What follows belongs to an exercise in optimizing a design on an open flow for small area, a short achievable clock period and few clock cycles per item; a production flow would make more cautious choices. RTL that was checked went through simulation tests only; none was proved equivalent to the original. Power figures rest on the tool's default switching activity, not on a simulated workload.

## hashed_core
module hashed_core (
    input  wire        clk,
    input  wire        rst,
    input  wire        cmd_valid,
    output wire        cmd_ready,
    input  wire [7:0]  cmd_op,
    input  wire [31:0] cmd_arg,
    output wire        mem_rd,
    output wire [15:0] mem_addr,
    input  wire [7:0]  mem_rdata,
    output wire [11:0] status,
    output wire [4:0]  digest_count,
    input  wire [4:0]  digest_idx,
    output wire [31:0] digest_data
);
    localparam [15:0] MOD = 16'd65521;
    localparam [1:0] PH_FRESH = 2'd0, PH_ACC = 2'd1, PH_FINAL = 2'd2;
    localparam [7:0] NUL = 8'h00, LF = 8'h0A, CR = 8'h0D;
    localparam QN = 9;
    localparam W  = 2;
    localparam WB = (W == 1) ? 1 : (W == 2) ? 1 : 2;
    localparam NG = 20 / W;
    localparam GB = (NG > 16) ? 5 : (NG > 8) ? 4 : 3;
    localparam [2:0] M_DONE = 3'd0, M_ANCHOR = 3'd1, M_SCAN = 3'd2,
                     M_ORD = 3'd3, M_RUN = 3'd4, M_FEMIT = 3'd5, M_AEMIT = 3'd6;
    reg        ready;
    reg [1:0]  phase;
    reg        fault;
    reg [3:0]  fault_code;
    reg        has_anchor, fin;
    reg [15:0] lo, hi;
  ...
Size in the first run: ~3500 cells after synthesis, about 860 flip-flops, ~120 I/O pins.
export LEC_CHECK = 0
export CAP_MARGIN = 20
export CORE_MARGIN = 2
export CORE_UTILIZATION = 60
export SETUP_SLACK_MARGIN = 4.3
export SLEW_MARGIN = 20
create_clock -name core_clock -period 10.0 [get_ports {clk}]
run.sh (not shown) runs the stock make flow with config.mk's settings and CLKGATE_MAP_FILE= SYNTH_SCRIPT=/design/flow/synth_recipe.tcl, a recipe that flattens the netlist after the stock synthesis.
Testbench counts at the start, summed over its fixed seeds: cycles 61,940, bytes 55,928.
Next try:
--- a/flow/design.v
+++ b/flow/design.v
@@ -25,34 +25,35 @@
                      M_ORD = 3'd3, M_RUN = 3'd4, M_FEMIT = 3'd5, M_AEMIT = 3'd6;
     reg        ready;
     reg [1:0]  phase;
     reg        fault;
     reg [3:0]  fault_code;
     reg        has_anchor, fin;
     reg [15:0] lo, hi;
     reg [3:0]  ab;              
-    reg        s_ge8;           
+    reg [15:0] s_lo, s_hi;      
+    reg        s_ge8;
     reg [2:0]  mode;
     reg [2:0]  acnt;
-    reg [1:0]  rtype;           
+    reg [7:0]  rbyte;           
     reg [1:0]  rl;              
     reg        rbig;            
     reg [7:0]  q [0:QN-1];
     reg [3:0]  qn;
     reg        rd;
     reg [15:0] raddr;
     reg [15:0] rrem;            
     reg        vld;             
     reg [31:0] phys [0:19];
     reg [GB-1:0] g;             
     reg [4:0]  len;
     reg [4:0]  cur;
     reg        pend_v;
-    reg [31:0] pend;            
+    reg [31:0] pend;
     reg        seen0;
     reg [GB-1:0] mc;
     reg        ms;
     assign cmd_ready    = ready;
     assign mem_rd       = rd;
     assign mem_addr     = raddr;
     assign status       = {fault_code, 3'b000, fault, fin, has_anchor, phase};
     assign digest_count = len;
@@ -87,17 +88,17 @@
     wire [15:0] hi_n = !t2[18] ? t2[15:0] : !t1[18] ? t1[15:0] : t0[15:0];
     wire [3:0]  ab_n   = ab[3] ? ab : ab + 4'd1;
     wire [5:0] left_lo  = {2'b00, rrem[3:0]} + {2'b00, qn} + {5'd0, vld};
     wire       rrem_hi  = (rrem[15:4] != 12'd0);
     wire       left_gt8 = rrem_hi || (left_lo > 6'd8);
     wire       left_nz  = rrem_hi || (left_lo != 6'd0);
     wire       thr_ok   = fin ? left_nz : left_gt8;
     wire       last     = !rrem_hi && (left_lo == 6'd1);
-    wire [7:0] r_exp = rtype[1] ? (rl[0] ? LF : CR) : rtype[0] ? LF : NUL;
+    wire [7:0] r_exp = (rbyte == CR) ? (rl[0] ? LF : CR) : rbyte;
     wire       r_match = (b == r_exp);
     reg        act_absorb, act_ckreset, act_save, act_pop, act_tail;
     reg        em_req;
     reg [31:0] em_val;
     reg [2:0]  mode_n;
     reg        set_anchor;
     reg [1:0]  tail_n;
     always @(*) begin
@@ -125,17 +126,17 @@
             set_anchor  = 1'b1;
             mode_n      = M_SCAN;
         end
         M_SCAN, M_ORD, M_RUN: begin
             if (mode == M_RUN && hv && r_match) begin
                 act_pop = 1'b1;
                 if (!rbig && rl == 2'd3) begin
                     em_req      = s_ge8;
-                    em_val      = pend;
+                    em_val      = {s_hi, s_lo};
                     act_ckreset = 1'b1;
                 end else if (!rbig) begin
                     act_absorb = 1'b1;
                 end
                 if (last) begin
                     act_tail = !fin && (rbig || rl == 2'd3) && (tail_n != 2'd0);
                     mode_n   = fin ? M_FEMIT : M_DONE;
                 end
@@ -160,17 +161,17 @@
         M_FEMIT: begin
             em_req = ab[3];
             em_val = {hi, lo};
             mode_n = M_DONE;
         end
         default: ;
         endcase
     end
-    wire stall = (em_req || (act_save && ab[3])) && pend_v;
+    wire stall = em_req && pend_v;
     wire [31:0] hw [0:W-1];
     wire [31:0] nw [0:W-1];
     genvar gj;
     generate
         for (gj = 0; gj < W; gj = gj + 1) begin : g_hw
             assign hw[gj] = phys[gj];
             if (gj < W - 1)
                 assign nw[gj] = phys[gj+1];
@@ -244,19 +245,17 @@
                 if (sweep_first)
                     ms <= 1'b1;
                 if (op_append)
                     len <= len + 5'd1;
                 if (sweep_any && op_done)
                     cur <= (cur == 5'd19) ? 5'd1 : cur + 5'd1;
                 if (op_done)
                     pend_v <= 1'b0;
-            end else if (act_save && !ready) begin
-                pend   <= {hi, lo};
-            end else if (em_req && !ready) begin
+            end else if (em_req) begin
                 pend_v <= 1'b1;
                 pend   <= em_val;
                 seen0  <= 1'b0;
                 mc     <= 0;
                 ms     <= 1'b0;
             end
             if (ready && cmd_valid && is_init) begin
                 len    <= 5'd0;
@@ -279,18 +278,18 @@
     wire       pop     = act_pop && go;
     wire       tail_wr = act_tail && go;
     wire [15:0] rrem_n = rd ? rrem - 16'd1 : rrem;
     wire        space  = ({1'b0, qn} + {4'd0, vld} + {4'd0, rd}) <= (QN - 1 + pop);
     wire        rd_n   = (rrem_n != 16'd0) && space;
     wire [3:0]  wpos   = qn - {3'd0, pop};
     wire [2:0]  mode_next = go ? mode_n : mode;
     wire done_n = (mode_next == M_DONE) && (rrem_n == 16'd0) && !rd && !pend_v_n;
-    wire [7:0] tpat0 = rtype[1] ? CR : rtype[0] ? LF : NUL;
-    wire [7:0] tpat1 = rtype[1] ? LF : rtype[0] ? LF : NUL;
+    wire [7:0] tpat0 = (rbyte == CR) ? CR : rbyte;
+    wire [7:0] tpat1 = (rbyte == CR) ? LF : rbyte;
     always @(posedge clk) begin
         if (tail_wr) begin
             q[0] <= tpat0;
             q[1] <= tpat1;
             q[2] <= tpat0;
         end else begin
             for (k = 0; k < QN; k = k + 1) begin
                 if (vld && wpos == k)
@@ -367,18 +366,20 @@
                 qn <= qn + {3'd0, vld} - {3'd0, pop};
             if (go) begin
                 mode <= mode_n;
                 if (mode == M_ANCHOR && act_pop)
                     acnt <= acnt + 3'd1;
                 if (set_anchor)
                     has_anchor <= 1'b1;
                 if (act_save) begin
+                    s_lo  <= lo;
+                    s_hi  <= hi;
                     s_ge8 <= ab[3];
-                    rtype <= {b == CR, b == LF};
+                    rbyte <= b;
                     rl    <= 2'd1;
                     rbig  <= 1'b0;
                 end else if (mode == M_RUN && act_pop) begin
                     rl <= rl + 2'd1;
                     if (rl == 2'd3)
                         rbig <= 1'b1;
                 end
                 if (act_ckreset) begin
Effect:
- The new run ran to the end with no violations
- routed wire length rose by 8.9%
- power rose by 7.1%
- global-route usage rose by 1.2 points
- non-clock buffer count rose by 80
- final area rose by 5.5%
- sequential share of layout area rose by 0.25 points
- critical path depth fell by 4
- fmax rose by 1.9%
- die area rose by 3.5%
- worst hold slack gains 26 ps
- first-iteration DRC count rose by 33%
- cell count rose by 3.5%
- count of clock-buffer cells in the layout rose by 2
- via count rose by 5.8%
Function not checked in the second run of this note: the RTL went through the layout flow alone.

## static timing again, ports no longer ideal
The results above use ideal ports. As a check the final layouts listed here were re-extracted and re-timed, cells and wires unchanged.
Step 1, drivers: a clkbuf_16 drives clk and a buf_2 each remaining input, both assumed.
Step 2 adds t to the input delays and takes it off the output delays; t is the mean of the earliest and latest rising clock arrival at the registers after step 1. Input paths then give back, and output paths get back, about the clock's delay inside the block.
a / b / c = no drivers / after step 1 / after step 2; a / b = the first two.
| run | t, ns | setup slack, ns | worst setup path after step 2 | latest minus earliest clock arrival (ns) | pins driven straight from the clock port |
|---|---|---|---|---|---|
| the first run | 0.703 | 3.287 / 3.255 / 3.255 | input to output | 0.079 / 0.079 | 1 |
| the second run | 0.723 | 3.411 / 3.369 / 3.369 | input to output | 0.068 / 0.068 | 1 |
After both steps setup and hold are still met in every run listed. For the second run, which loses most, drivers alone change the setup slack by -0.042 ns; drivers and shift together by -0.042 ns.
